Source: an optimization exercise on an open RTL-to-GDS flow (aim: small area, a short achievable clock period and few clock cycles). Production flows keep margins and buffers that such runs may drop. At most, simulation tests tie the RTL to the original design; equivalence was not proved. The RTL of run 1 was laid out without a check of its function.

## flow/design.v (module list and top-level ports; edited modules follow where they fit)
// module gr_hue: 85 lines
// module gr_sat_chan: 10 lines
// module gr_val_chan: 10 lines
// module go_rainbow: 262 lines
module go_rainbow (
    input  wire        clk,
    input  wire        rst,            
    input  wire        step_valid,
    output wire        step_ready,
    input  wire [31:0] now,
    input  wire [7:0]  sat,
    input  wire [7:0]  val,
    output wire        pincfg_valid,
    output wire        pincfg_pin,     
    input  wire        pin_ack_valid,
    input  wire        pin_ack_ok,
    output reg         hb_en,          
    output reg         hb_level,
    output reg         idle_yield,
    output wire        px_valid,
    output wire [31:0] px_data,
    input  wire        px_ready,
    output reg  [1:0]  fault           
);
  // ...
==> flow/run.sh <==
#!/bin/bash
# synth_recipe.tcl (not shown) runs the flow's synth.tcl, then flattens the netlist and writes it again
# the make line also repeats each setting of config.mk as NAME=value (left out here)
make -C /OpenROAD-flow-scripts/flow DESIGN_CONFIG=/design/flow/config.mk WORK_HOME=/design/flow/orfs CLKGATE_MAP_FILE= SYNTH_SCRIPT=/design/flow/synth_recipe.tcl finish
==> flow/config.mk <==
export PLATFORM = sky130hd
export DESIGN_NAME = go_rainbow
export DESIGN_NICKNAME = go_rainbow
export VERILOG_FILES = /design/flow/design.v
export SDC_FILE = /design/flow/constraint.sdc
export NUM_CORES = 4
export LEC_CHECK = 0
export ABC_AREA = 1
export CAP_MARGIN = 20
export CORE_MARGIN = 2
export CORE_UTILIZATION = 40
export SLEW_MARGIN = 20
==> flow/constraint.sdc <==
create_clock -name core_clock -period 24.0 [get_ports {clk}]
set_input_delay 4.8000 -clock core_clock [delete_from_list [all_inputs] [get_ports {clk}]]
set_output_delay 4.8000 -clock core_clock [all_outputs]
set_load 0.01 [all_outputs]
==> flow_metrics.env, run 1 <==
export IMPL_ys_seq_area_frac=0.200
export IMPL_synth_warnings=2
export IMPL_yosys_top_cells_count="inv_1 (635), nand2_1 (536), nor2_1 (343)"
export IMPL_grt_usage=0.221
export IMPL_drive_gt1_frac=0.0523
export IMPL_nonClkBufAreaFrac=0.0387
export IMPL_nNonClkBuffers=98
export IMPL_area_growth_pct=10.3
export IMPL_path_cells="clkdlybuf4s50_1 -> inv_1 -> ha_1 -> inv_1 -> fa_1 -> a21oi_1 -> o21ai_0 -> a21oi_1 -> o21ai_0 -> xor2_1 -> ha_1 -> a21o_1 -> o21bai_1 -> a21o_1 -> a21oi_1 -> a21oi_1 -> a21o_1 -> nand2_1 -> xor2_1 -> nor2_1"
export IMPL_crit_arrival_ns=8.64
export IMPL_antenna_left=0
export IMPL_status="complete, no violations"
export IMPL_cp_common_cell="a21oi_1"
export IMPL_layout_common_cells="inv_1 (635), nand2_1 (535), nor2_1 (342)"
export IMPL_drt_iter0_markers=1205
export IMPL_setup_viol=0
export IMPL_nClkBuffers=20
export IMPL_port_buffers=85
export IMPL_synth_edf_count=135
export IMPL_ctsHoldBuffers=0
export IMPL_yosysUniqueCellTypes=68
export IMPL_die_y_um=240
export IMPL_cts_setup_buffers=0
export IMPL_grt_max_degree=33
export IMPL_max_freq_ghz=0.121
export IMPL_ctsResizeCount=0
export IMPL_synth_top_family_by_area="adder cells"
export IMPL_crit_buf_inv=3
export IMPL_synthesis_area_um2=22200
export IMPL_largest_register="nq"
==> module gr_sat_chan, before the edit <==
module gr_sat_chan (
    input  wire [7:0] c,
    input  wire [7:0] s,
    input  wire       s_lo,     
    input  wire       s_hi,     
    output wire [7:0] y
);
    wire [15:0] prod = c * s + {~s + 8'd1, 8'd0};
    assign y = s_hi ? c : (s_lo ? 8'd255 : prod[15:8]);
endmodule
==> module gr_val_chan, before the edit <==
module gr_val_chan (
    input  wire [7:0] c,
    input  wire [7:0] v,
    input  wire       v_lo,     
    input  wire       v_hi,     
    output wire [7:0] y
);
    wire [15:0] prod = c * v + 16'd256;
    assign y = v_hi ? c : (v_lo ? 8'd0 : prod[15:8]);
endmodule
==> module go_rainbow, before the edit <==
module go_rainbow (
    input  wire        clk,
    input  wire        rst,            
    input  wire        step_valid,
    output wire        step_ready,
    input  wire [31:0] now,
    input  wire [7:0]  sat,
    input  wire [7:0]  val,
    output wire        pincfg_valid,
    output wire        pincfg_pin,     
    input  wire        pin_ack_valid,
    input  wire        pin_ack_ok,
    output reg         hb_en,          
    output reg         hb_level,
    output reg         idle_yield,
    output wire        px_valid,
    output wire [31:0] px_data,
    input  wire        px_ready,
    output reg  [1:0]  fault           
);
    reg        rdy;         
    reg        started;     
    reg        cfg_v;       
    reg        cfg_pin;
    reg        p1, p2;      
    reg        pxv;         
    reg  [3:0] cnt;         
    assign step_ready   = rdy;
    assign pincfg_valid = cfg_v;
    assign pincfg_pin   = cfg_pin;
    assign px_valid     = pxv;
    wire acc      = step_valid && rdy;
    wire acc_it   = acc && started;
    wire ack_fire = cfg_v && pin_ack_valid;
    wire px_fire  = pxv && px_ready;
    reg  [31:0] nq;
    reg  [8:0]  t0lo;
    reg  [4:0]  k5_hue, k5_fr;    
    reg  [7:0]  hue_offset;
    function [4:0] add5(input [4:0] a, input [4:0] b);
        integer i, j;
        begin
            add5 = 5'd0;
            for (i = 0; i < 5; i = i + 1)
                for (j = 0; j < 5; j = j + 1)
                    if ((i + j) % 5 == 0) add5[0] = add5[0] | (a[i] & b[j]);
                    else if ((i + j) % 5 == 1) add5[1] = add5[1] | (a[i] & b[j]);
                    else if ((i + j) % 5 == 2) add5[2] = add5[2] | (a[i] & b[j]);
                    else if ((i + j) % 5 == 3) add5[3] = add5[3] | (a[i] & b[j]);
                    else add5[4] = add5[4] | (a[i] & b[j]);
        end
    endfunction
    wire [5:0] m5s0 = nq[3:0] + nq[7:4] + nq[11:8] + nq[15:12];
    wire [4:0] m5h0;
    assign m5h0[0] = (m5s0 == 6'd0) | (m5s0 == 6'd5) | (m5s0 == 6'd10) | (m5s0 == 6'd15) | (m5s0 == 6'd20) | (m5s0 == 6'd25) | (m5s0 == 6'd30) | (m5s0 == 6'd35) | (m5s0 == 6'd40) | (m5s0 == 6'd45) | (m5s0 == 6'd50) | (m5s0 == 6'd55) | (m5s0 == 6'd60);
    assign m5h0[1] = (m5s0 == 6'd1) | (m5s0 == 6'd6) | (m5s0 == 6'd11) | (m5s0 == 6'd16) | (m5s0 == 6'd21) | (m5s0 == 6'd26) | (m5s0 == 6'd31) | (m5s0 == 6'd36) | (m5s0 == 6'd41) | (m5s0 == 6'd46) | (m5s0 == 6'd51) | (m5s0 == 6'd56);
    assign m5h0[2] = (m5s0 == 6'd2) | (m5s0 == 6'd7) | (m5s0 == 6'd12) | (m5s0 == 6'd17) | (m5s0 == 6'd22) | (m5s0 == 6'd27) | (m5s0 == 6'd32) | (m5s0 == 6'd37) | (m5s0 == 6'd42) | (m5s0 == 6'd47) | (m5s0 == 6'd52) | (m5s0 == 6'd57);
    assign m5h0[3] = (m5s0 == 6'd3) | (m5s0 == 6'd8) | (m5s0 == 6'd13) | (m5s0 == 6'd18) | (m5s0 == 6'd23) | (m5s0 == 6'd28) | (m5s0 == 6'd33) | (m5s0 == 6'd38) | (m5s0 == 6'd43) | (m5s0 == 6'd48) | (m5s0 == 6'd53) | (m5s0 == 6'd58);
    assign m5h0[4] = (m5s0 == 6'd4) | (m5s0 == 6'd9) | (m5s0 == 6'd14) | (m5s0 == 6'd19) | (m5s0 == 6'd24) | (m5s0 == 6'd29) | (m5s0 == 6'd34) | (m5s0 == 6'd39) | (m5s0 == 6'd44) | (m5s0 == 6'd49) | (m5s0 == 6'd54) | (m5s0 == 6'd59);
    wire [5:0] m5s1 = nq[19:16] + nq[23:20] + nq[27:24] + nq[31:28];
    wire [4:0] m5h1;
    assign m5h1[0] = (m5s1 == 6'd0) | (m5s1 == 6'd5) | (m5s1 == 6'd10) | (m5s1 == 6'd15) | (m5s1 == 6'd20) | (m5s1 == 6'd25) | (m5s1 == 6'd30) | (m5s1 == 6'd35) | (m5s1 == 6'd40) | (m5s1 == 6'd45) | (m5s1 == 6'd50) | (m5s1 == 6'd55) | (m5s1 == 6'd60);
    assign m5h1[1] = (m5s1 == 6'd1) | (m5s1 == 6'd6) | (m5s1 == 6'd11) | (m5s1 == 6'd16) | (m5s1 == 6'd21) | (m5s1 == 6'd26) | (m5s1 == 6'd31) | (m5s1 == 6'd36) | (m5s1 == 6'd41) | (m5s1 == 6'd46) | (m5s1 == 6'd51) | (m5s1 == 6'd56);
    assign m5h1[2] = (m5s1 == 6'd2) | (m5s1 == 6'd7) | (m5s1 == 6'd12) | (m5s1 == 6'd17) | (m5s1 == 6'd22) | (m5s1 == 6'd27) | (m5s1 == 6'd32) | (m5s1 == 6'd37) | (m5s1 == 6'd42) | (m5s1 == 6'd47) | (m5s1 == 6'd52) | (m5s1 == 6'd57);
    assign m5h1[3] = (m5s1 == 6'd3) | (m5s1 == 6'd8) | (m5s1 == 6'd13) | (m5s1 == 6'd18) | (m5s1 == 6'd23) | (m5s1 == 6'd28) | (m5s1 == 6'd33) | (m5s1 == 6'd38) | (m5s1 == 6'd43) | (m5s1 == 6'd48) | (m5s1 == 6'd53) | (m5s1 == 6'd58);
    assign m5h1[4] = (m5s1 == 6'd4) | (m5s1 == 6'd9) | (m5s1 == 6'd14) | (m5s1 == 6'd19) | (m5s1 == 6'd24) | (m5s1 == 6'd29) | (m5s1 == 6'd34) | (m5s1 == 6'd39) | (m5s1 == 6'd44) | (m5s1 == 6'd49) | (m5s1 == 6'd54) | (m5s1 == 6'd59);
    wire [4:0] m5 = add5(m5h0, m5h1);
    wire [4:0] m5n = {m5[1], m5[2], m5[3], m5[4], m5[0]};
    wire [8:0] d_hb = nq[8:0] - t0lo;
    wire [2:0] r8   = d_hb[2:0];
    wire [4:0] r5h  = add5(m5, k5_hue);
    wire [4:0] r5f  = add5(m5, k5_fr);
    wire [5:0] d_hue;
    wire [4:0] d_fr;
    assign d_hue =
        ({6{r5h[0]}} & ((r8 == 3'd0) ? 6'd0 : (r8 == 3'd1) ? 6'd25 : (r8 == 3'd2) ? 6'd10 : (r8 == 3'd3) ? 6'd35 : (r8 == 3'd4) ? 6'd20 : (r8 == 3'd5) ? 6'd5 : (r8 == 3'd6) ? 6'd30 : (r8 == 3'd7) ? 6'd15 : 6'd0))
      | ({6{r5h[1]}} & ((r8 == 3'd0) ? 6'd16 : (r8 == 3'd1) ? 6'd1 : (r8 == 3'd2) ? 6'd26 : (r8 == 3'd3) ? 6'd11 : (r8 == 3'd4) ? 6'd36 : (r8 == 3'd5) ? 6'd21 : (r8 == 3'd6) ? 6'd6 : (r8 == 3'd7) ? 6'd31 : 6'd0))
      | ({6{r5h[2]}} & ((r8 == 3'd0) ? 6'd32 : (r8 == 3'd1) ? 6'd17 : (r8 == 3'd2) ? 6'd2 : (r8 == 3'd3) ? 6'd27 : (r8 == 3'd4) ? 6'd12 : (r8 == 3'd5) ? 6'd37 : (r8 == 3'd6) ? 6'd22 : (r8 == 3'd7) ? 6'd7 : 6'd0))
      | ({6{r5h[3]}} & ((r8 == 3'd0) ? 6'd8 : (r8 == 3'd1) ? 6'd33 : (r8 == 3'd2) ? 6'd18 : (r8 == 3'd3) ? 6'd3 : (r8 == 3'd4) ? 6'd28 : (r8 == 3'd5) ? 6'd13 : (r8 == 3'd6) ? 6'd38 : (r8 == 3'd7) ? 6'd23 : 6'd0))
      | ({6{r5h[4]}} & ((r8 == 3'd0) ? 6'd24 : (r8 == 3'd1) ? 6'd9 : (r8 == 3'd2) ? 6'd34 : (r8 == 3'd3) ? 6'd19 : (r8 == 3'd4) ? 6'd4 : (r8 == 3'd5) ? 6'd29 : (r8 == 3'd6) ? 6'd14 : (r8 == 3'd7) ? 6'd39 : 6'd0));
    assign d_fr =
        ({5{r5f[0]}} & ((r8[1:0] == 2'd0) ? 5'd0 : (r8[1:0] == 2'd1) ? 5'd5 : (r8[1:0] == 2'd2) ? 5'd10 : (r8[1:0] == 2'd3) ? 5'd15 : 5'd0))
      | ({5{r5f[1]}} & ((r8[1:0] == 2'd0) ? 5'd16 : (r8[1:0] == 2'd1) ? 5'd1 : (r8[1:0] == 2'd2) ? 5'd6 : (r8[1:0] == 2'd3) ? 5'd11 : 5'd0))
      | ({5{r5f[2]}} & ((r8[1:0] == 2'd0) ? 5'd12 : (r8[1:0] == 2'd1) ? 5'd17 : (r8[1:0] == 2'd2) ? 5'd2 : (r8[1:0] == 2'd3) ? 5'd7 : 5'd0))
      | ({5{r5f[3]}} & ((r8[1:0] == 2'd0) ? 5'd8 : (r8[1:0] == 2'd1) ? 5'd13 : (r8[1:0] == 2'd2) ? 5'd18 : (r8[1:0] == 2'd3) ? 5'd3 : 5'd0))
      | ({5{r5f[4]}} & ((r8[1:0] == 2'd0) ? 5'd4 : (r8[1:0] == 2'd1) ? 5'd9 : (r8[1:0] == 2'd2) ? 5'd14 : (r8[1:0] == 2'd3) ? 5'd19 : 5'd0));
    wire [31:0] x = now;
    wire [31:0] y = ~nq;
    wire [31:0] p = x ^ y;
    wire [31:0] g = x & y;
    wire [31:0] t = x | y;
    wire [31:1] eqz = ~(p[31:1] ^ t[30:0]);
    wire [31:1] eqo =  (p[31:1] ^ g[30:0]);
    wire [9:0] lo9 = {1'b0, now[8:0]} + {1'b0, ~nq[8:0]} + 10'd1;
    wire [6:0] lo6 = {1'b0, now[5:0]} + {1'b0, ~nq[5:0]} + 7'd1;
    wire [5:0] lo5 = {1'b0, now[4:0]} + {1'b0, ~nq[4:0]} + 6'd1;
    wire z9 = (&eqz[31:10]) & (p[9] == lo9[9]);
    wire o9 = (&eqo[31:10]) & (p[9] != lo9[9]);
    wire z6 = (&eqz[31:7])  & (p[6] == lo6[6]);
    wire o6 = (&eqo[31:7])  & (p[6] != lo6[6]);
    wire z5 = (&eqz[31:6])  & (p[5] == lo5[5]);
    wire o5 = (&eqo[31:6])  & (p[5] != lo5[5]);
    wire [9:0] s_hb  = {1'b0, lo9[8:0]} + {1'b0, d_hb};
    wire [6:0] s_hue = {1'b0, lo6[5:0]} + {1'b0, d_hue};
    wire [5:0] s_fr  = {1'b0, lo5[4:0]} + {1'b0, d_fr};
    wire ovf_hue = o6 & s_hue[6];
    wire ovf_fr  = o5 & s_fr[5];
    wire due_hb  = !((z9 & !s_hb[9]) | (o9 & s_hb[9]));
    wire due_hue = !((z6 & !s_hue[6] & (s_hue[5:0] < 6'd40)) | ovf_hue);
    wire due_fr  = !((z5 & !s_fr[5]  & (s_fr[4:0]  < 5'd20)) | ovf_fr);
    wire [15:0] wg1, wp1;
    wire [7:0]  wg2, wp2;
    wire [3:0]  wg3, wp3;
    wire [1:0]  wg4, wp4;
    genvar gi;
    generate
        for (gi = 0; gi < 16; gi = gi + 1) begin : w_l1
            assign wg1[gi] = g[2*gi+1] | (t[2*gi+1] & g[2*gi]);
            assign wp1[gi] = t[2*gi+1] & t[2*gi];
        end
        for (gi = 0; gi < 8; gi = gi + 1) begin : w_l2
            assign wg2[gi] = wg1[2*gi+1] | (wp1[2*gi+1] & wg1[2*gi]);
            assign wp2[gi] = wp1[2*gi+1] & wp1[2*gi];
        end
        for (gi = 0; gi < 4; gi = gi + 1) begin : w_l3
            assign wg3[gi] = wg2[2*gi+1] | (wp2[2*gi+1] & wg2[2*gi]);
            assign wp3[gi] = wp2[2*gi+1] & wp2[2*gi];
        end
        for (gi = 0; gi < 2; gi = gi + 1) begin : w_l4
            assign wg4[gi] = wg3[2*gi+1] | (wp3[2*gi+1] & wg3[2*gi]);
            assign wp4[gi] = wp3[2*gi+1] & wp3[2*gi];
        end
    endgenerate
    wire w = !(wg4[1] | (wp4[1] & (wg4[0] | wp4[0])));
    function [4:0] upd5(input [4:0] k, input up, input dn);
        begin
            if (up && !dn)      upd5 = {k[3:0], k[4]};
            else if (dn && !up) upd5 = {k[0], k[4:1]};
            else                upd5 = k;
        end
    endfunction
    wire [7:0] hue_inc  = hue_offset + 8'd1;
    wire [7:0] hue_next = due_hue ? hue_inc : hue_offset;
    reg  [7:0]  hcur;                  
    reg  [4:0]  hlo_n;                 
    reg  [7:0]  sat_q, val_q;
    reg  [2:0]  b_sx;                  
    reg  [7:0]  b_ca, b_cb;            
    reg  [7:0]  zc;                    
    reg  [7:0]  r_q, g_q, b_q;
    assign px_data = {r_q, g_q, b_q, 8'hFF};
    wire [2:0] h_sx;
    wire [7:0] h_ca, h_cb;
    gr_hue u_hue (.h(hcur), .l_n(hlo_n), .sx(h_sx), .ca(h_ca), .cb(h_cb));
    wire s_lo = (sat_q == 8'd0);
    wire s_hi = (sat_q == 8'd255);
    wire v_lo = (val_q == 8'd0);
    wire v_hi = (val_q == 8'd255);
    wire [7:0] sa, sb;
    gr_sat_chan u_sat_a (.c(h_ca), .s(sat_q), .s_lo(s_lo), .s_hi(s_hi), .y(sa));
    gr_sat_chan u_sat_b (.c(h_cb), .s(sat_q), .s_lo(s_lo), .s_hi(s_hi), .y(sb));
    wire [7:0] z1 = s_lo ? 8'd255 : (s_hi ? 8'd0 : ~sat_q + 8'd1);
    wire [7:0] va, vb;
    gr_val_chan u_val_a (.c(p1 ? z1 : b_ca), .v(val_q), .v_lo(v_lo), .v_hi(v_hi), .y(va));
    gr_val_chan u_val_b (.c(b_cb), .v(val_q), .v_lo(v_lo), .v_hi(v_hi), .y(vb));
    wire adv = p1 || p2 || px_fire;
    always @(posedge clk) begin
        if (rst) begin
            rdy        <= 1'b1;
            started    <= 1'b0;
            cfg_v      <= 1'b0;
            cfg_pin    <= 1'b0;
            p1         <= 1'b0;
            p2         <= 1'b0;
            pxv        <= 1'b0;
            fault      <= 2'd0;
            hb_en      <= 1'b0;
            hb_level   <= 1'b0;
            idle_yield <= 1'b0;
            hue_offset <= 8'd0;
        end else begin
            idle_yield <= 1'b0;
            p1 <= 1'b0;
            p2 <= p1;
            if (acc && !started) begin
                started <= 1'b1;
                rdy     <= 1'b0;
                cfg_v   <= 1'b1;
                cfg_pin <= 1'b0;
            end
            if (ack_fire) begin
                if (!pin_ack_ok) begin
                    cfg_v   <= 1'b0;
                    cfg_pin <= 1'b0;
                    fault   <= 2'd2;
                end else if (!cfg_pin) begin
                    cfg_pin <= 1'b1;
                end else begin
                    cfg_v   <= 1'b0;
                    cfg_pin <= 1'b0;
                    rdy     <= 1'b1;
                end
            end
            if (acc_it) begin
                hue_offset <= hue_next;
                if (due_hb) begin
                    hb_en    <= 1'b1;
                    hb_level <= !hb_level;
                end
                if (!due_hue && !due_hb && !due_fr)
                    idle_yield <= 1'b1;
                if (due_fr) begin
                    rdy <= 1'b0;
                    p1  <= 1'b1;
                end
            end
            if (p2)
                pxv <= 1'b1;
            if (px_fire && cnt == 4'd9) begin
                pxv <= 1'b0;
                rdy <= 1'b1;
            end
        end
    end
    always @(posedge clk) begin
        if (acc) begin
            nq <= now;
            if (!started)
                t0lo <= now[8:0];
        end
        if (cfg_v) begin
            k5_hue <= m5n;
            k5_fr  <= m5n;
        end else if (acc_it) begin
            k5_hue <= upd5(k5_hue, w, ovf_hue);
            k5_fr  <= upd5(k5_fr,  w, ovf_fr);
        end
        if (rdy) begin
            sat_q <= sat;
            val_q <= val;
            hcur  <= hue_next;
            hlo_n <= ~hue_next[4:0];
        end
        if (p1)
            zc <= va;
        if (adv) begin
            hcur <= hcur + 8'd25;
            hlo_n <= ~(hcur[4:0] + 5'd25);
            b_sx <= h_sx;
            b_ca <= sa;
            b_cb <= sb;
            cnt  <= p2 ? 4'd0 : cnt + 4'd1;
        end
        if (p2 || px_fire) begin
            case (b_sx)
                3'd0, 3'd1, 3'd2: begin r_q <= va; g_q <= vb; b_q <= zc; end
                3'd3, 3'd4:       begin r_q <= zc; g_q <= va; b_q <= vb; end
                default:          begin r_q <= va; g_q <= zc; b_q <= vb; end
            endcase
        end
    end
endmodule
==> inputs of run 2 (changes only) <==
--- a/flow/design.v
+++ b/flow/design.v
@@ -86,12 +86,13 @@
 module gr_sat_chan (
     input  wire [7:0] c,
     input  wire [7:0] s,
-    input  wire       s_lo,     
+    input  wire [7:0] z1,
     input  wire       s_hi,     
     output wire [7:0] y
 );
-    wire [15:0] prod = c * s + {~s + 8'd1, 8'd0};
-    assign y = s_hi ? c : (s_lo ? 8'd255 : prod[15:8]);
+    wire [7:0] hy;
+    gr_mul8h u_mul (.c(c), .m(s), .r(z1), .y(hy));
+    assign y = s_hi ? c : hy;
 endmodule
 module gr_val_chan (
     input  wire [7:0] c,
@@ -100,8 +101,245 @@
     input  wire       v_hi,     
     output wire [7:0] y
 );
-    wire [15:0] prod = c * v + 16'd256;
-    assign y = v_hi ? c : (v_lo ? 8'd0 : prod[15:8]);
+    wire [7:0] hy;
+    gr_mul8h u_mul (.c(c), .m(v), .r({7'd0, !v_lo}), .y(hy));
+    assign y = v_hi ? c : hy;
+endmodule
+module gr_mul8h (
+    input  wire [7:0] c,
+    input  wire [7:0] m,
+    input  wire [7:0] r,
+    output wire [7:0] y
+);
+    wire pp1 = c[0] & m[0];
+    wire pp2 = c[1] & m[0];
+    wire pp3 = c[2] & m[0];
+    wire pp4 = c[3] & m[0];
+    wire pp5 = c[4] & m[0];
+    wire pp6 = c[5] & m[0];
+    wire pp7 = c[6] & m[0];
+    wire pp8 = c[7] & m[0];
+    wire pp9 = c[0] & m[1];
+    wire pp10 = c[1] & m[1];
+    wire pp11 = c[2] & m[1];
+    wire pp12 = c[3] & m[1];
+    wire pp13 = c[4] & m[1];
+    wire pp14 = c[5] & m[1];
+    wire pp15 = c[6] & m[1];
+    wire pp16 = c[7] & m[1];
+    wire pp17 = c[0] & m[2];
+    wire pp18 = c[1] & m[2];
+    wire pp19 = c[2] & m[2];
+    wire pp20 = c[3] & m[2];
+    wire pp21 = c[4] & m[2];
+    wire pp22 = c[5] & m[2];
+    wire pp23 = c[6] & m[2];
+    wire pp24 = c[7] & m[2];
+    wire pp25 = c[0] & m[3];
+    wire pp26 = c[1] & m[3];
+    wire pp27 = c[2] & m[3];
+    wire pp28 = c[3] & m[3];
+    wire pp29 = c[4] & m[3];
+    wire pp30 = c[5] & m[3];
+    wire pp31 = c[6] & m[3];
+    wire pp32 = c[7] & m[3];
+    wire pp33 = c[0] & m[4];
+    wire pp34 = c[1] & m[4];
+    wire pp35 = c[2] & m[4];
+    wire pp36 = c[3] & m[4];
+    wire pp37 = c[4] & m[4];
+    wire pp38 = c[5] & m[4];
+    wire pp39 = c[6] & m[4];
+    wire pp40 = c[7] & m[4];
+    wire pp41 = c[0] & m[5];
+    wire pp42 = c[1] & m[5];
+    wire pp43 = c[2] & m[5];
+    wire pp44 = c[3] & m[5];
+    wire pp45 = c[4] & m[5];
+    wire pp46 = c[5] & m[5];
+    wire pp47 = c[6] & m[5];
+    wire pp48 = c[7] & m[5];
+    wire pp49 = c[0] & m[6];
+    wire pp50 = c[1] & m[6];
+    wire pp51 = c[2] & m[6];
+    wire pp52 = c[3] & m[6];
+    wire pp53 = c[4] & m[6];
+    wire pp54 = c[5] & m[6];
+    wire pp55 = c[6] & m[6];
+    wire pp56 = c[7] & m[6];
+    wire pp57 = c[0] & m[7];
+    wire pp58 = c[1] & m[7];
+    wire pp59 = c[2] & m[7];
+    wire pp60 = c[3] & m[7];
+    wire pp61 = c[4] & m[7];
+    wire pp62 = c[5] & m[7];
+    wire pp63 = c[6] & m[7];
+    wire pp64 = c[7] & m[7];
+    wire s65 = pp7 ^ pp14;
+    wire k66 = pp7 & pp14;
+    wire s67 = pp8 ^ pp15 ^ pp22;
+    wire k68 = (pp8 & pp15) | (pp22 & (pp8 ^ pp15));
+    wire s69 = pp29 ^ pp36;
+    wire k70 = pp29 & pp36;
+    wire s71 = pp16 ^ pp23 ^ pp30;
+    wire k72 = (pp16 & pp23) | (pp30 & (pp16 ^ pp23));
+    wire s73 = pp37 ^ pp44 ^ pp51;
+    wire k74 = (pp37 & pp44) | (pp51 & (pp37 ^ pp44));
+    wire s75 = pp24 ^ pp31 ^ pp38;
+    wire k76 = (pp24 & pp31) | (pp38 & (pp24 ^ pp31));
+    wire s77 = pp45 ^ pp52;
+    wire k78 = pp45 & pp52;
+    wire s79 = pp32 ^ pp39 ^ pp46;
+    wire k80 = (pp32 & pp39) | (pp46 & (pp32 ^ pp39));
+    wire s81 = pp5 ^ pp12;
+    wire k82 = pp5 & pp12;
+    wire s83 = pp6 ^ pp13 ^ pp20;
+    wire k84 = (pp6 & pp13) | (pp20 & (pp6 ^ pp13));
+    wire s85 = pp27 ^ pp34;
+    wire k86 = pp27 & pp34;
+    wire s87 = pp21 ^ pp28 ^ pp35;
+    wire k88 = (pp21 & pp28) | (pp35 & (pp21 ^ pp28));
+    wire s89 = pp42 ^ pp49 ^ s65;
+    wire k90 = (pp42 & pp49) | (s65 & (pp42 ^ pp49));
+    wire s91 = pp43 ^ pp50 ^ pp57;
+    wire k92 = (pp43 & pp50) | (pp57 & (pp43 ^ pp50));
+    wire s93 = k66 ^ s67 ^ s69;
+    wire k94 = (k66 & s67) | (s69 & (k66 ^ s67));
+    wire s95 = pp58 ^ r[0] ^ k68;
+    wire k96 = (pp58 & r[0]) | (k68 & (pp58 ^ r[0]));
+    wire s97 = k70 ^ s71 ^ s73;
+    wire k98 = (k70 & s71) | (s73 & (k70 ^ s71));
+    wire s99 = pp59 ^ r[1] ^ k72;
+    wire k100 = (pp59 & r[1]) | (k72 & (pp59 ^ r[1]));
+    wire s101 = k74 ^ s75 ^ s77;
+    wire k102 = (k74 & s75) | (s77 & (k74 ^ s75));
+    wire s103 = pp53 ^ pp60 ^ r[2];
+    wire k104 = (pp53 & pp60) | (r[2] & (pp53 ^ pp60));
+    wire s105 = k76 ^ k78 ^ s79;
+    wire k106 = (k76 & k78) | (s79 & (k76 ^ k78));
+    wire s107 = pp40 ^ pp47 ^ pp54;
+    wire k108 = (pp40 & pp47) | (pp54 & (pp40 ^ pp47));
+    wire s109 = pp61 ^ r[3] ^ k80;
+    wire k110 = (pp61 & r[3]) | (k80 & (pp61 ^ r[3]));
+    wire s111 = pp48 ^ pp55 ^ pp62;
+    wire k112 = (pp48 & pp55) | (pp62 & (pp48 ^ pp55));
+    wire s113 = pp4 ^ pp11;
+    wire k114 = pp4 & pp11;
+    wire s115 = pp19 ^ pp26 ^ pp33;
+    wire k116 = (pp19 & pp26) | (pp33 & (pp19 ^ pp26));
+    wire s117 = pp41 ^ k82 ^ s83;
+    wire k118 = (pp41 & k82) | (s83 & (pp41 ^ k82));
+    wire s119 = k84 ^ k86 ^ s87;
+    wire k120 = (k84 & k86) | (s87 & (k84 ^ k86));
+    wire s121 = k88 ^ k90 ^ s91;
+    wire k122 = (k88 & k90) | (s91 & (k88 ^ k90));
+    wire s123 = k92 ^ k94 ^ s95;
+    wire k124 = (k92 & k94) | (s95 & (k92 ^ k94));
+    wire s125 = k96 ^ k98 ^ s99;
+    wire k126 = (k96 & k98) | (s99 & (k96 ^ k98));
+    wire s127 = k100 ^ k102 ^ s103;
+    wire k128 = (k100 & k102) | (s103 & (k100 ^ k102));
+    wire s129 = k104 ^ k106 ^ s107;
+    wire k130 = (k104 & k106) | (s107 & (k104 ^ k106));
+    wire s131 = r[4] ^ k108 ^ k110;
+    wire k132 = (r[4] & k108) | (k110 & (r[4] ^ k108));
+    wire s133 = pp56 ^ pp63 ^ r[5];
+    wire k134 = (pp56 & pp63) | (r[5] & (pp56 ^ pp63));
+    wire s135 = pp3 ^ pp10;
+    wire k136 = pp3 & pp10;
+    wire s137 = pp18 ^ pp25 ^ s113;
+    wire k138 = (pp18 & pp25) | (s113 & (pp18 ^ pp25));
+    wire s139 = s81 ^ k114 ^ s115;
+    wire k140 = (s81 & k114) | (s115 & (s81 ^ k114));
+    wire s141 = s85 ^ k116 ^ s117;
+    wire k142 = (s85 & k116) | (s117 & (s85 ^ k116));
+    wire s143 = s89 ^ k118 ^ s119;
+    wire k144 = (s89 & k118) | (s119 & (s89 ^ k118));
+    wire s145 = s93 ^ k120 ^ s121;
+    wire k146 = (s93 & k120) | (s121 & (s93 ^ k120));
+    wire s147 = s97 ^ k122 ^ s123;
+    wire k148 = (s97 & k122) | (s123 & (s97 ^ k122));
+    wire s149 = s101 ^ k124 ^ s125;
+    wire k150 = (s101 & k124) | (s125 & (s101 ^ k124));
+    wire s151 = s105 ^ k126 ^ s127;
+    wire k152 = (s105 & k126) | (s127 & (s105 ^ k126));
+    wire s153 = s109 ^ k128 ^ s129;
+    wire k154 = (s109 & k128) | (s129 & (s109 ^ k128));
+    wire s155 = s111 ^ k130 ^ s131;
+    wire k156 = (s111 & k130) | (s131 & (s111 ^ k130));
+    wire s157 = k112 ^ k132 ^ s133;
+    wire k158 = (k112 & k132) | (s133 & (k112 ^ k132));
+    wire s159 = pp64 ^ r[6] ^ k134;
+    wire k160 = (pp64 & r[6]) | (k134 & (pp64 ^ r[6]));
+    wire [15:0] fa = {r[7], k158, k156, k154, k152, k150, k148, k146, k144, k142, k140, k138, k136, pp17, pp2, pp1};
+    wire [15:0] fb = {k160, s159, s157, s155, s153, s151, s149, s147, s145, s143, s141, s139, s137, s135, pp9, 1'b0};
+    wire [15:0] g0 = fa & fb;
+    wire [15:0] p0 = fa ^ fb;
+    wire G161 = g0[1] | (p0[1] & g0[0]);
+    wire P162 = p0[1] & p0[0];
+    wire G163 = g0[3] | (p0[3] & g0[2]);
+    wire P164 = p0[3] & p0[2];
+    wire G165 = g0[5] | (p0[5] & g0[4]);
+    wire P166 = p0[5] & p0[4];
+    wire G167 = g0[7] | (p0[7] & g0[6]);
+    wire P168 = p0[7] & p0[6];
+    wire G169 = g0[9] | (p0[9] & g0[8]);
+    wire P170 = p0[9] & p0[8];
+    wire G171 = g0[11] | (p0[11] & g0[10]);
+    wire P172 = p0[11] & p0[10];
+    wire G173 = g0[13] | (p0[13] & g0[12]);
+    wire P174 = p0[13] & p0[12];
+    wire G175 = g0[15] | (p0[15] & g0[14]);
+    wire P176 = p0[15] & p0[14];
+    wire G177 = g0[2] | (p0[2] & G161);
+    wire P178 = p0[2] & P162;
+    wire G179 = G163 | (P164 & G161);
+    wire P180 = P164 & P162;
+    wire G181 = g0[6] | (p0[6] & G165);
+    wire P182 = p0[6] & P166;
+    wire G183 = G167 | (P168 & G165);
+    wire P184 = P168 & P166;
+    wire G185 = g0[10] | (p0[10] & G169);
+    wire P186 = p0[10] & P170;
+    wire G187 = G171 | (P172 & G169);
+    wire P188 = P172 & P170;
+    wire G189 = g0[14] | (p0[14] & G173);
+    wire P190 = p0[14] & P174;
+    wire G191 = G175 | (P176 & G173);
+    wire P192 = P176 & P174;
+    wire G193 = g0[4] | (p0[4] & G179);
+    wire P194 = p0[4] & P180;
+    wire G195 = G165 | (P166 & G179);
+    wire P196 = P166 & P180;
+    wire G197 = G181 | (P182 & G179);
+    wire P198 = P182 & P180;
+    wire G199 = G183 | (P184 & G179);
+    wire P200 = P184 & P180;
+    wire G201 = g0[12] | (p0[12] & G187);
+    wire P202 = p0[12] & P188;
+    wire G203 = G173 | (P174 & G187);
+    wire P204 = P174 & P188;
+    wire G205 = G189 | (P190 & G187);
+    wire P206 = P190 & P188;
+    wire G207 = G191 | (P192 & G187);
+    wire P208 = P192 & P188;
+    wire G209 = g0[8] | (p0[8] & G199);
+    wire P210 = p0[8] & P200;
+    wire G211 = G169 | (P170 & G199);
+    wire P212 = P170 & P200;
+    wire G213 = G185 | (P186 & G199);
+    wire P214 = P186 & P200;
+    wire G215 = G187 | (P188 & G199);
+    wire P216 = P188 & P200;
+    wire G217 = G201 | (P202 & G199);
+    wire P218 = P202 & P200;
+    wire G219 = G203 | (P204 & G199);
+    wire P220 = P204 & P200;
+    wire G221 = G205 | (P206 & G199);
+    wire P222 = P206 & P200;
+    wire G223 = G207 | (P208 & G199);
+    wire P224 = P208 & P200;
+    assign y = {p0[15] ^ G221, p0[14] ^ G219, p0[13] ^ G217, p0[12] ^ G215, p0[11] ^ G213, p0[10] ^ G211, p0[9] ^ G209, p0[8] ^ G199};
 endmodule
 module go_rainbow (
     input  wire        clk,
@@ -115,9 +353,9 @@
     output wire        pincfg_pin,     
     input  wire        pin_ack_valid,
     input  wire        pin_ack_ok,
-    output reg         hb_en,          
-    output reg         hb_level,
-    output reg         idle_yield,
+    output wire        hb_en,          
+    output wire        hb_level,
+    output wire        idle_yield,
     output wire        px_valid,
     output wire [31:0] px_data,
     input  wire        px_ready,
@@ -127,19 +365,27 @@
     reg        started;     
     reg        cfg_v;       
     reg        cfg_pin;
-    reg        p1, p2;      
+    reg        p2;          
     reg        pxv;         
     reg  [3:0] cnt;         
-    assign step_ready   = rdy;
+    reg        acc_q, dh_q, db_q, df_q, w_q, oh_q, of_q;
+    reg        hb_en_r, hb_r;
+    wire       ev_hue = acc_q && dh_q;
+    wire       ev_hb  = acc_q && db_q;
+    wire       p1     = acc_q && df_q;       
+    assign idle_yield   = acc_q && !dh_q && !db_q && !df_q;
+    assign hb_en        = hb_en_r || ev_hb;
+    assign hb_level     = hb_r ^ ev_hb;
+    assign step_ready   = rdy && !p1;
     assign pincfg_valid = cfg_v;
     assign pincfg_pin   = cfg_pin;
     assign px_valid     = pxv;
-    wire acc      = step_valid && rdy;
+    wire acc      = step_valid && step_ready;
     wire acc_it   = acc && started;
     wire ack_fire = cfg_v && pin_ack_valid;
     wire px_fire  = pxv && px_ready;
     reg  [31:0] nq;
-    reg  [8:0]  t0lo;
+    reg  [8:0]  d_hb;        
     reg  [4:0]  k5_hue, k5_fr;    
     reg  [7:0]  hue_offset;
     function [4:0] add5(input [4:0] a, input [4:0] b);
@@ -171,10 +417,11 @@
     assign m5h1[4] = (m5s1 == 6'd4) | (m5s1 == 6'd9) | (m5s1 == 6'd14) | (m5s1 == 6'd19) | (m5s1 == 6'd24) | (m5s1 == 6'd29) | (m5s1 == 6'd34) | (m5s1 == 6'd39) | (m5s1 == 6'd44) | (m5s1 == 6'd49) | (m5s1 == 6'd54) | (m5s1 == 6'd59);
     wire [4:0] m5 = add5(m5h0, m5h1);
     wire [4:0] m5n = {m5[1], m5[2], m5[3], m5[4], m5[0]};
-    wire [8:0] d_hb = nq[8:0] - t0lo;
     wire [2:0] r8   = d_hb[2:0];
-    wire [4:0] r5h  = add5(m5, k5_hue);
-    wire [4:0] r5f  = add5(m5, k5_fr);
+    wire [4:0] k5h_eff = acc_q ? upd5(k5_hue, w_q, oh_q) : k5_hue;
+    wire [4:0] k5f_eff = acc_q ? upd5(k5_fr,  w_q, of_q) : k5_fr;
+    wire [4:0] r5h  = add5(m5, k5h_eff);
+    wire [4:0] r5f  = add5(m5, k5f_eff);
     wire [5:0] d_hue;
     wire [4:0] d_fr;
     assign d_hue =
@@ -244,11 +491,13 @@
             else                upd5 = k;
         end
     endfunction
-    wire [7:0] hue_inc  = hue_offset + 8'd1;
-    wire [7:0] hue_next = due_hue ? hue_inc : hue_offset;
+    wire [7:0] hue_cur  = hue_offset + {7'd0, ev_hue};
+    wire [7:0] hue_inc  = hue_cur + 8'd1;
+    wire [7:0] hue_next = due_hue ? hue_inc : hue_cur;
     reg  [7:0]  hcur;                  
     reg  [4:0]  hlo_n;                 
     reg  [7:0]  sat_q, val_q;
+    reg  [7:0]  z1;                    
     reg  [2:0]  b_sx;                  
     reg  [7:0]  b_ca, b_cb;            
     reg  [7:0]  zc;                    
@@ -257,14 +506,12 @@
     wire [2:0] h_sx;
     wire [7:0] h_ca, h_cb;
     gr_hue u_hue (.h(hcur), .l_n(hlo_n), .sx(h_sx), .ca(h_ca), .cb(h_cb));
-    wire s_lo = (sat_q == 8'd0);
     wire s_hi = (sat_q == 8'd255);
     wire v_lo = (val_q == 8'd0);
     wire v_hi = (val_q == 8'd255);
     wire [7:0] sa, sb;
-    gr_sat_chan u_sat_a (.c(h_ca), .s(sat_q), .s_lo(s_lo), .s_hi(s_hi), .y(sa));
-    gr_sat_chan u_sat_b (.c(h_cb), .s(sat_q), .s_lo(s_lo), .s_hi(s_hi), .y(sb));
-    wire [7:0] z1 = s_lo ? 8'd255 : (s_hi ? 8'd0 : ~sat_q + 8'd1);
+    gr_sat_chan u_sat_a (.c(h_ca), .s(sat_q), .z1(z1), .s_hi(s_hi), .y(sa));
+    gr_sat_chan u_sat_b (.c(h_cb), .s(sat_q), .z1(z1), .s_hi(s_hi), .y(sb));
     wire [7:0] va, vb;
     gr_val_chan u_val_a (.c(p1 ? z1 : b_ca), .v(val_q), .v_lo(v_lo), .v_hi(v_hi), .y(va));
     gr_val_chan u_val_b (.c(b_cb), .v(val_q), .v_lo(v_lo), .v_hi(v_hi), .y(vb));
@@ -275,18 +522,21 @@
             started    <= 1'b0;
             cfg_v      <= 1'b0;
             cfg_pin    <= 1'b0;
-            p1         <= 1'b0;
             p2         <= 1'b0;
             pxv        <= 1'b0;
             fault      <= 2'd0;
-            hb_en      <= 1'b0;
-            hb_level   <= 1'b0;
-            idle_yield <= 1'b0;
+            acc_q      <= 1'b0;
+            hb_en_r    <= 1'b0;
+            hb_r       <= 1'b0;
             hue_offset <= 8'd0;
         end else begin
-            idle_yield <= 1'b0;
-            p1 <= 1'b0;
-            p2 <= p1;
+            acc_q      <= acc_it;
+            p2         <= p1;
+            hb_en_r    <= hb_en;
+            hb_r       <= hb_level;
+            hue_offset <= hue_cur;
+            if (p1)
+                rdy <= 1'b0;
             if (acc && !started) begin
                 started <= 1'b1;
                 rdy     <= 1'b0;
@@ -306,19 +556,6 @@
                     rdy     <= 1'b1;
                 end
             end
-            if (acc_it) begin
-                hue_offset <= hue_next;
-                if (due_hb) begin
-                    hb_en    <= 1'b1;
-                    hb_level <= !hb_level;
-                end
-                if (!due_hue && !due_hb && !due_fr)
-                    idle_yield <= 1'b1;
-                if (due_fr) begin
-                    rdy <= 1'b0;
-                    p1  <= 1'b1;
-                end
-            end
             if (p2)
                 pxv <= 1'b1;
             if (px_fire && cnt == 4'd9) begin
@@ -328,21 +565,29 @@
         end
     end
     always @(posedge clk) begin
+        dh_q <= due_hue;
+        db_q <= due_hb;
+        df_q <= due_fr;
+        w_q  <= w;
+        oh_q <= ovf_hue;
+        of_q <= ovf_fr;
+    end
+    always @(posedge clk) begin
         if (acc) begin
-            nq <= now;
-            if (!started)
-                t0lo <= now[8:0];
+            nq   <= now;
+            d_hb <= started ? s_hb[8:0] : 9'd0;
         end
         if (cfg_v) begin
             k5_hue <= m5n;
             k5_fr  <= m5n;
-        end else if (acc_it) begin
-            k5_hue <= upd5(k5_hue, w, ovf_hue);
-            k5_fr  <= upd5(k5_fr,  w, ovf_fr);
+        end else begin
+            k5_hue <= k5h_eff;
+            k5_fr  <= k5f_eff;
         end
-        if (rdy) begin
+        if (step_ready) begin
             sat_q <= sat;
             val_q <= val;
+            z1    <= (sat == 8'd0) ? 8'd255 : ((sat == 8'd255) ? 8'd0 : ~sat + 8'd1);
             hcur  <= hue_next;
             hlo_n <= ~hue_next[4:0];
         end
==> run 2 against run 1 <==
Area after synthesis decreased by 2.9%. Cell count down 2.2%. Non-clock buffer count fell by 3. Utilization shrank 0.36 points. Register-to-register slack better by 1.3 ns. Final area decreased by 3.3%. Synthesized cell count down 0.54%. Die area shrank 2.8%. Critical path type is now register to output pin. Critical endpoint is now step_ready. Largest cell class unchanged.
==> flow_metrics.env, run 2 <==
export IMPL_cts_setup_buffers=0
export IMPL_min_period_ns=8.01
export IMPL_path_delay_family="buffers and inverters"
export IMPL_synth_top_area_cell="edfxtp_1"
export IMPL_htreeDepth=4
export IMPL_regArea_um2=4670
export IMPL_postSynthCellCount=2920
export IMPL_antenna_left=0
export IMPL_netlist_area_leader_share=0.185
export IMPL_largest_register="nq"
export IMPL_crit_arrival_ns=3.21
export IMPL_path_cells="nand2_1 -> inv_1 -> nor2_2 -> buf_4 -> clkdlybuf4s50_1"
export IMPL_first_global_vias=19000
export IMPL_clock_skew_ns=0.0166
export IMPL_grt_max_degree=42
export IMPL_drv_cap=0
export IMPL_die_y_um=236
export IMPL_synth_warnings=2
export IMPL_port_buffers=85
export IMPL_finalWeightedCongestion=0.916
export IMPL_status="complete, no violations"
export IMPL_rsz0062_at_grt="no"
export IMPL_hold_viol_final=0
export IMPL_slew_viol_final=0
export IMPL_cts_sinks=167
export IMPL_wl_mm=57.4
export IMPL_synth_edf_count=133
export IMPL_crit_required_ns=19.20
export IMPL_largest_register_ffs=32
export IMPL_layout_common_cells="inv_1 (610), nand2_1 (603), nor2_1 (356)"
export IMPL_finalSetupTns_ns=0
export IMPL_finalCritPeriodShare=0.334
export IMPL_drt_iter0_markers=1596
export IMPL_layout_commonest_cell="inv_1"
export IMPL_critPathMaxFanout=25
export IMPL_rrSetupSlack_ns=17.16
export IMPL_detail_route_wl_per_cell_um=15.6
export IMPL_drive_gt1_frac=0.0318
export IMPL_grt_overflow=0
export IMPL_critPathLaunchType="register"
export IMPL_cpPeakStageDelay_ns=0.74
export IMPL_die_w_um=236
export IMPL_viasPerCell=5.17
export IMPL_setup_viol=0
export IMPL_cts_tree="yes"
export IMPL_ys_seq_area_frac=0.217
export IMPL_tightest_slew_ns=1.13
export IMPL_firstDrtPassIters=6
export IMPL_yosys_top_cells_count="inv_1 (611), nand2_1 (603), nor2_1 (358)"
export IMPL_netlist_top_cells_area="edfxtp_1 (19%), fa_1 (18%), ha_1 (12%), inv_1 (11%), nand2_1 (10%)"
export IMPL_yosysMostFrequentCell="inv_1"
export IMPL_insertedDiodeCount=0
export IMPL_cts_reportedPaths_clkPinSlew_ns=0.07
export IMPL_core_rowCount=85
export IMPL_crit_buf_inv=3
export IMPL_cts_root_buffer="clkbuf_16"
export IMPL_grt_usage=0.209
export IMPL_vias=19100
export IMPL_core_um2=53600
export IMPL_cts_made_buffers=17
export IMPL_avgSynthCellArea_um2=7.39
export IMPL_ctsResizeCount=0
export IMPL_max_freq_ghz=0.125
export IMPL_dp_hpwl_mm=47.3
export IMPL_nNetsFinal=3420
export IMPL_end_kind="output pin"
export IMPL_path_class="register to output pin"
export IMPL_ys_async_sr_fraction=0
export IMPL_ctsHoldBuffers=0
export IMPL_initial_core_util=0.403
export IMPL_hp_class="register to register"
export IMPL_multi_input_area_um2=14300
export IMPL_synthesis_area_um2=21600
export IMPL_io_pin_count=95
export IMPL_max_slew_margin_rel=0.241
export IMPL_yosysUniqueCellTypes=61
export IMPL_worst_skew_pair_late_latency_ns=0.50
export IMPL_area_growth_pct=9.85
export IMPL_antenna_found_initial=1
export IMPL_critPathSlowestCell="inv_1"
export IMPL_reg_top3="nq: 32 flops, d_hb: 9 flops"
export IMPL_dieArea_um2=55800
export IMPL_synth_ff_type="edfxtp_1"
export IMPL_drc=0
export IMPL_grt_pass1_wl_mm=94.8
export IMPL_synth_seq_cells=167
export IMPL_fillers=5397
export IMPL_clk_path_buf_depth=2
-- run 2: cell families (layout without fill, tap and decap cells) --
| kind of cell | count (synthesis) | count (layout) | synth area share |
|---|---|---|---|
| compound gates | 314 | 314 | 0.0860 |
| xor+xnor | 68 | 68 | 0.0276 |
| fa+ha+maj | 388 | 388 | 0.291 |
| buf+inv | 680 | 744 | 0.120 |
| flops | 167 | 167 | 0.217 |
| mux | 2 | 2 | 0.000928 |
| other cells | 2 | 9 | 0.000348 |
| simple gates | 1299 | 1299 | 0.258 |
-- run 2: path summary, 6_finish.rpt --
| kind | from | cells after the start | to |
|---|---|---|---|
| max | acc_q$_SDFF_PP0_ | 5 | step_ready |
| min | hb_en_r$_SDFF_PP0_ | 2 | hb_en_r$_SDFF_PP0_ |
| max reg2reg | hlo_n[1]$_DFFE_PP_ | 22 | b_ca[7]$_DFFE_PN_ |
| min reg2reg | hb_en_r$_SDFF_PP0_ | 2 | hb_en_r$_SDFF_PP0_ |
-- run 2: cell type report --
cell class | instances | share of cell area
clock buffer | 19 | 0.0187
clock inverter | 13 | 0.00570
sequential | 167 | 0.197
multi-input combinational | 2080 | 0.605
inverter | 617 | 0.0977
timing repair buffer | 95 | 0.0391
tap | 696 | 0.0367
-- run 2: through the flow --
stage / std cells / setup slack, ns / util / instance area (µm²) / hold WS, ns
after detailed placement: 3655 / 15.74 / 0.432 / 23100 / 0.463
after floorplan: 2927 / 16.69 / - / 21600 / 0.436
final: 3687 / 15.99 / 0.442 / 23700 / 0.468
after global placement: 3655 / 15.81 / 0.432 / 23100 / 0.449
after global routing: 3687 / 15.88 / 0.442 / 23700 / 0.508
after CTS: 3687 / 15.96 / 0.442 / 23700 / 0.477
-- run 2: layer usage --
layer,GRT usage,routed length (µm),vias to the layer above
met3,0.0279,2740,65
li1,-,-,9372
met1,0.278,26100,9099
met2,0.357,27600,537
met5,0,0,-
met4,0.0581,1000,0
-- run 2: worst min-delay path, cell delays in order (launching register included) --
cell and delay [ns]:
dfxtp_1 0.30, inv_1 0.06, a21oi_1 0.06
Testbench counts of run 2, summed over its fixed seeds: cycles 51,432.
==> inputs of run 3 (changes only) <==
--- a/flow/design.v
+++ b/flow/design.v
@@ -365,18 +365,17 @@
     reg        started;     
     reg        cfg_v;       
     reg        cfg_pin;
-    reg        p2;          
+    reg        p1, p2;      
     reg        pxv;         
     reg  [3:0] cnt;         
     reg        acc_q, dh_q, db_q, df_q, w_q, oh_q, of_q;
     reg        hb_en_r, hb_r;
     wire       ev_hue = acc_q && dh_q;
     wire       ev_hb  = acc_q && db_q;
-    wire       p1     = acc_q && df_q;       
     assign idle_yield   = acc_q && !dh_q && !db_q && !df_q;
     assign hb_en        = hb_en_r || ev_hb;
     assign hb_level     = hb_r ^ ev_hb;
-    assign step_ready   = rdy && !p1;
+    assign step_ready   = rdy;
     assign pincfg_valid = cfg_v;
     assign pincfg_pin   = cfg_pin;
     assign px_valid     = pxv;
@@ -522,6 +521,7 @@
             started    <= 1'b0;
             cfg_v      <= 1'b0;
             cfg_pin    <= 1'b0;
+            p1         <= 1'b0;
             p2         <= 1'b0;
             pxv        <= 1'b0;
             fault      <= 2'd0;
@@ -531,11 +531,12 @@
             hue_offset <= 8'd0;
         end else begin
             acc_q      <= acc_it;
+            p1         <= acc_it && due_fr;
             p2         <= p1;
             hb_en_r    <= hb_en;
             hb_r       <= hb_level;
             hue_offset <= hue_cur;
-            if (p1)
+            if (acc_it && due_fr)
                 rdy <= 1'b0;
             if (acc && !started) begin
                 started <= 1'b1;
--- a/flow/config.mk
+++ b/flow/config.mk
@@ -8,5 +8,5 @@
 export ABC_AREA = 1
 export CAP_MARGIN = 20
 export CORE_MARGIN = 2
-export CORE_UTILIZATION = 40
+export CORE_UTILIZATION = 50
 export SLEW_MARGIN = 20
==> run 3 against run 2 <==
Via count grew 1.3%. Count of clock-buffer cells in the layout is 2 higher. Largest cell class unchanged.
==> flow_metrics.env, run 3 <==
export IMPL_io_pin_count=95
export IMPL_reg_top3="nq: 32 flops, d_hb: 9 flops"
export IMPL_insertedDiodeCount=0
export IMPL_rrSetupSlack_ns=16.85
export IMPL_path_class="primary input to register"
export IMPL_htreeDepth=4
export IMPL_hold_viol_final=0
export IMPL_fillers=4146
export IMPL_worst_skew_pair_late_latency_ns=0.49
export IMPL_critPathLaunchType="primary input"
export IMPL_crit_required_ns=24.25
export IMPL_netlist_top_cells_area="edfxtp_1 (18%), fa_1 (17%), ha_1 (11%), nand2_1 (11%), inv_1 (10%)"
export IMPL_core_um2=43000
export IMPL_finalWeightedCongestion=0.948
export IMPL_grt_max_degree=42
export IMPL_finalCritPeriodShare=0.322
export IMPL_firstDrtPassIters=8
export IMPL_cts_reportedPaths_clkPinSlew_ns=0.07
export IMPL_cts_setup_buffers=0
export IMPL_pre_cts_ws_ns=15.75
export IMPL_cts_made_buffers=17
export IMPL_cts_root_buffer="clkbuf_16"
export IMPL_finalSetupTns_ns=0
export IMPL_netlist_area_leader_share=0.184
export IMPL_postSynthCellCount=2958
export IMPL_grt_usage=0.267
export IMPL_end_kind="register"
export IMPL_area_growth_pct=9.32
export IMPL_dieArea_um2=45100
export IMPL_detail_route_wl_per_cell_um=16.4
export IMPL_max_freq_ghz=0.129
export IMPL_synth_warnings=2
export IMPL_port_buffers=85
export IMPL_slew_viol_final=0
export IMPL_vias=19300
export IMPL_initial_core_util=0.505
export IMPL_rsz0062_at_grt="no"
export IMPL_synth_top_area_cell="edfxtp_1"
export IMPL_status="complete, no violations"
export IMPL_synth_ff_type="edfxtp_1"
export IMPL_yosysMostFrequentCell="nand2_1"
export IMPL_drt_iter0_markers=1432
export IMPL_largest_register="nq"
export IMPL_setup_viol=0
export IMPL_viasPerCell=5.34
export IMPL_first_global_vias=18600
export IMPL_clock_skew_ns=0.0230
export IMPL_nNetsFinal=3461
export IMPL_tightest_slew_ns=1.02
export IMPL_dp_hpwl_mm=48.5
export IMPL_hp_class="register to register"
export IMPL_holdCritStartpoint="hb_en_r$_SDFF_PP0_"
export IMPL_drive_gt1_frac=0.0323
export IMPL_die_y_um=212
export IMPL_avgSynthCellArea_um2=7.34
export IMPL_ctsResizeCount=0
export IMPL_min_period_ns=7.72
export IMPL_yosysUniqueCellTypes=57
export IMPL_crit_arrival_ns=7.98
export IMPL_synth_seq_cells=168
export IMPL_critPathMaxFanout=8
export IMPL_setup_ws_ns=16.28
export IMPL_clk_path_buf_depth=2
export IMPL_max_slew_margin_rel=0.315
export IMPL_die_w_um=212
export IMPL_cts_sinks=168
export IMPL_ys_async_sr_fraction=0
export IMPL_drc=0
export IMPL_wl_mm=59.2
export IMPL_antenna_found_initial=0
export IMPL_ys_seq_area_frac=0.216
export IMPL_largest_register_ffs=32
export IMPL_synthesis_area_um2=21700
export IMPL_r2r_start="hlo_n[0]$_DFFE_PP_"
export IMPL_grt_pass1_wl_mm=94.6
export IMPL_core_rowCount=76
export IMPL_yosys_top_cells_count="nand2_1 (612), inv_1 (605), nor2_1 (395)"
export IMPL_drv_cap=0
export IMPL_grt_overflow=0
export IMPL_layout_commonest_cell="nand2_1"
export IMPL_worstSetupStartpoint="now[1]"
export IMPL_synth_edf_count=133
export IMPL_antenna_left=0
export IMPL_ctsHoldBuffers=0
export IMPL_cts_tree="yes"
export IMPL_layout_common_cells="nand2_1 (611), inv_1 (604), nor2_1 (395)"
-- run 3: cell types whose count changed after synthesis, moves of 6 or more --
| cell | change |
|---|---|
| nor2_1 | +37 |
| nand2_1 | +9 |
| nand4_1 | -6 |
| xor2_1 | -8 |
| nor2_2 | +6 |
| inv_1 | -6 |
| nand2_2 | -6 |
-- run 3: logic make-up (layout without fill, tap and decap cells) --
logic type                 count (synthesis)  in the layout  share of synthesized area
and+or+nand+nor                         1344           1344                      0.264
buffers and inverters                    676            743                      0.119
adders and majority gates                388            388                      0.289
AOI/OAI and AO/OA                        314            314                     0.0846
DFF                                      168            168                      0.216
xor gates and xnor gates                  64             64                     0.0258
other                                      2              9                   0.000346
muxes                                      2              2                   0.000922
-- run 3: final timing paths --
check | to | depth (start not counted)
worst max-delay path | hcur[3]$_DFFE_PP_ | 19
worst min-delay path | hb_en_r$_SDFF_PP0_ | 2
worst max register to register | b_cb[7]$_DFFE_PN_ | 28
worst min register to register | hb_en_r$_SDFF_PP0_ | 2
-- run 3: cell type report --
| type | instances | area (µm²) | share of cell area |
|---|---|---|---|
| clock buffers | 21 | 514 | 0.0217 |
| clock inverters | 11 | 93.8 | 0.00396 |
| inverters | 617 | 2320 | 0.0976 |
| multi-input cells | 2121 | 14500 | 0.609 |
| flip-flops and latches | 168 | 4690 | 0.198 |
| well taps | 585 | 732 | 0.0308 |
| repair buffers | 94 | 918 | 0.0387 |
-- run 3: critical path: stages --
cell and delay, ns:
clkdlybuf4s50_1 0.57, inv_1 0.08, ha_1 0.29, nand3_1 0.07, nand2_1 0.10, a21oi_1 0.07
o21bai_1 0.21, xor2_1 0.21, inv_1 0.10, ha_1 0.34, nand2_1 0.11, nor2_1 0.10
nand2_1 0.07, o211ai_2 0.14, nand3_2 0.28, nand2_4 0.19, nand2_1 0.08, nand3_1 0.09
nand2_1 0.06
-- run 3: layer usage --
| layer | GRT usage | routed length [µm] | up-vias |
|---|---|---|---|
| met5 | 0 | 0 | - |
| met4 | 0.0772 | 1200 | 0 |
| met3 | 0.0386 | 3290 | 72 |
| met2 | 0.457 | 28600 | 617 |
| met1 | 0.352 | 26100 | 9155 |
| li1 | - | - | 9480 |
-- run 3: metrics by stage --
stage,utilization,instances,cell area [µm²],hold slack (ns)
global placement,0.538,3585,23100,0.443
global route,0.552,3617,23700,0.470
finish,0.552,3617,23700,0.460
CTS,0.552,3617,23700,0.457
floorplan,-,2965,21700,0.436
detailed placement,0.538,3585,23100,0.447
Testbench counts of run 3, summed over its fixed seeds: cycles 51,432.
==> inputs of run 4 (changes only) <==
--- a/flow/config.mk
+++ b/flow/config.mk
@@ -8,5 +8,5 @@
 export ABC_AREA = 1
 export CAP_MARGIN = 20
 export CORE_MARGIN = 2
-export CORE_UTILIZATION = 50
+export CORE_UTILIZATION = 40
 export SLEW_MARGIN = 20
==> run 4 against run 3 <==
Critical path depth shrank 2. Sequential share of layout area decreased by 0.065 points. Largest cell class unchanged. Still clean on timing, DRC and antenna. Area after synthesis unchanged. Critical endpoint is now hcur[2]$_DFFE_PP_.
==> flow_metrics.env, run 4 <==
export IMPL_status="complete, no violations"
export IMPL_netlist_area_leader_share=0.184
export IMPL_die_y_um=237
export IMPL_hold_viol_final=0
export IMPL_drt_iter0_markers=1367
export IMPL_synth_top_area_cell="edfxtp_1"
export IMPL_yosysMostFrequentCell="nand2_1"
export IMPL_regArea_um2=4690
export IMPL_fillers=5367
export IMPL_clock_skew_ns=0.00899
export IMPL_layout_common_cells="nand2_1 (612), inv_1 (604), nor2_1 (395)"
export IMPL_r2r_start="hlo_n[0]$_DFFE_PP_"
export IMPL_drc=0
export IMPL_antenna_left=0
export IMPL_setup_viol=0
export IMPL_end_kind="register"
export IMPL_finalSetupTns_ns=0
export IMPL_max_freq_ghz=0.128
export IMPL_cts_tree="yes"
export IMPL_core_um2=53700
export IMPL_synth_ff_type="edfxtp_1"
export IMPL_slew_viol_final=0
export IMPL_dp_hpwl_mm=49.4
export IMPL_finalWeightedCongestion=0.923
export IMPL_area_growth_pct=9.68
export IMPL_netlist_top_cells_area="edfxtp_1 (18%), fa_1 (17%), ha_1 (11%), nand2_1 (11%), inv_1 (10%)"
export IMPL_finalCritPeriodShare=0.324
export IMPL_cts_sinks=168
export IMPL_post_route_util=0.443
export IMPL_critPathMaxFanout=8
export IMPL_rsz0062_at_grt="no"
export IMPL_max_slew_margin_rel=0.282
export IMPL_postSynthCellCount=2958
export IMPL_cpPeakStageDelay_ns=0.50
export IMPL_firstDrtPassIters=7
export IMPL_grt_max_degree=42
export IMPL_tightest_slew_ns=1.07
export IMPL_min_period_ns=7.79
export IMPL_insertedDiodeCount=0
export IMPL_drv_cap=0
export IMPL_cp_common_cell="nand2_1"
export IMPL_first_global_vias=19000
export IMPL_layout_commonest_cell="nand2_1"
export IMPL_viasPerCell=5.19
export IMPL_avgSynthCellArea_um2=7.34
export IMPL_cts_made_buffers=17
export IMPL_worstSetupStartpoint="now[2]"
export IMPL_cts_reportedPaths_clkPinSlew_ns=0.07
export IMPL_ys_seq_area_frac=0.216
export IMPL_htreeDepth=4
export IMPL_worst_skew_pair_late_latency_ns=0.48
export IMPL_largest_register="nq"
export IMPL_io_pin_count=95
export IMPL_yosys_top_cells_count="nand2_1 (612), inv_1 (605), nor2_1 (395)"
export IMPL_ctsHoldBuffers=0
export IMPL_holdCritStartpoint="hb_en_r$_SDFF_PP0_"
export IMPL_multi_input_area_um2=14400
export IMPL_drive_gt1_frac=0.0300
export IMPL_dieArea_um2=56100
export IMPL_synth_seq_cells=168
export IMPL_ys_async_sr_fraction=0
export IMPL_path_class="primary input to register"
export IMPL_crit_arrival_ns=8.02
export IMPL_synthesis_area_um2=21700
export IMPL_antenna_found_initial=0
export IMPL_reg_top3="nq: 32 flops, d_hb: 9 flops"
export IMPL_wl_mm=60.1
export IMPL_cts_setup_buffers=0
export IMPL_nNetsFinal=3458
export IMPL_detail_route_wl_per_cell_um=16.1
export IMPL_critPathLaunchType="primary input"
export IMPL_grt_usage=0.218
export IMPL_ctsResizeCount=0
export IMPL_largest_register_ffs=32
export IMPL_vias=19300
export IMPL_core_rowCount=85
export IMPL_yosysUniqueCellTypes=57
export IMPL_hp_class="register to register"
export IMPL_grt_pass1_wl_mm=97.9
export IMPL_clk_path_buf_depth=2
export IMPL_port_buffers=85
export IMPL_crit_required_ns=24.24
export IMPL_cts_root_buffer="clkbuf_16"
export IMPL_initial_core_util=0.404
export IMPL_synth_warnings=2
export IMPL_die_w_um=237
export IMPL_critPathSlowestCell="clkdlybuf4s50_1"
export IMPL_grt_overflow=0
export IMPL_path_cells="clkdlybuf4s50_1 -> inv_1 -> ha_1 -> a21oi_1 -> nand2_1 -> a21oi_1 -> o21bai_1 -> xor2_1 -> inv_1 -> ha_1 -> nand2_1 -> o211ai_2 -> nand3_2 -> nand2_4 -> nand2_1 -> nand3_1 -> nand2_1"
export IMPL_synth_edf_count=133
[run 4: cell counts after synthesis]
No cell type changed its count.
[run 4: cells by family (layout without fill, tap and decap cells)]
group / count (synthesis) / in the layout / synth area share
compound gates: 314 / 314 / 0.0846
xor+xnor: 64 / 64 / 0.0258
fa+ha+maj: 388 / 388 / 0.289
buf+inv: 676 / 740 / 0.119
flops: 168 / 168 / 0.216
mux: 2 / 2 / 0.000922
other cells: 2 / 9 / 0.000346
simple gates: 1344 / 1344 / 0.264
[run 4: final timing paths]
check                        to  slack (ns)  cells past startpoint
max           hcur[2]$_DFFE_PP_       16.21                     17
min          hb_en_r$_SDFF_PP0_        0.46                      2
max reg2reg   b_cb[1]$_DFFE_PN_       16.99                     28
min reg2reg  hb_en_r$_SDFF_PP0_        0.46                      2
[run 4: worst max-delay path: cells and delay by family]
kind,cells,cell delay [ns]
AO/OA/AOI/OAI,4,0.73
XOR/XNOR,1,0.23
adder cells (fa/ha/maj),2,0.69
buffers and inverters,3,0.69
AND/OR/NAND/NOR,7,0.88
[run 4: stage by stage]
stage	hold WS (ns)	instance area, µm²	std cells	worst slack [ns]
2_1_floorplan	0.436	21700	2965	16.70
3_3_place_gp	0.451	23200	3693	15.74
3_5_place_dp	0.460	23200	3693	15.72
4_1_cts	0.472	23800	3725	16.23
5_1_grt	0.505	23800	3725	15.88
6_report	0.464	23800	3725	16.21
[run 4: routing by layer]
metal	vias up	global-route usage	share of wire
li1	9465	-	-
met1	9178	0.298	0.46
met2	623	0.360	0.46
met3	71	0.0332	0.056
met4	0	0.0602	0.019
met5	-	0	0
[run 4: cell type report]
type | instances | area share
clock inverters | 11 | 0.00357
clock buffers | 21 | 0.0207
multi-input cells | 2121 | 0.607
repair buffers | 91 | 0.0376
inverters | 617 | 0.0973
flip-flops and latches | 168 | 0.197
well taps | 696 | 0.0366

[re-timing with driven ports]
The results above use ideal ports. As a check the final layouts listed here were re-extracted and re-timed, cells and wires unchanged. Step 1 sets driving cells, clkbuf_16 on the clock port and buf_2 on the other inputs (assumed; they add their load-dependent delay and slew). Step 2, shift: input delay + t, output delay - t, t = (earliest + latest rising clock arrival at the registers) / 2. This alone moves slack from input paths to output paths. a / b / c = ideal / step 1 / step 2; a / b = the first two.
| run | shift t [ns] | setup slack, ns | latest minus earliest clock arrival (ns) |
|---|---|---|---|
| run 1 | 0.540 | 15.739 / 15.774 / 15.234 | 0.014 / 0.014 |
| run 2 | 0.541 | 15.990 / 15.935 / 15.701 | 0.023 / 0.022 |
| run 3 | 0.537 | 16.277 / 16.275 / 15.738 | 0.023 / 0.024 |
| run 4 | 0.528 | 16.215 / 16.246 / 15.717 | 0.010 / 0.009 |
After both steps setup and hold are still met in every run listed. For run 3, which loses most, drivers alone change the setup slack by -0.002 ns; drivers and shift together by -0.539 ns.
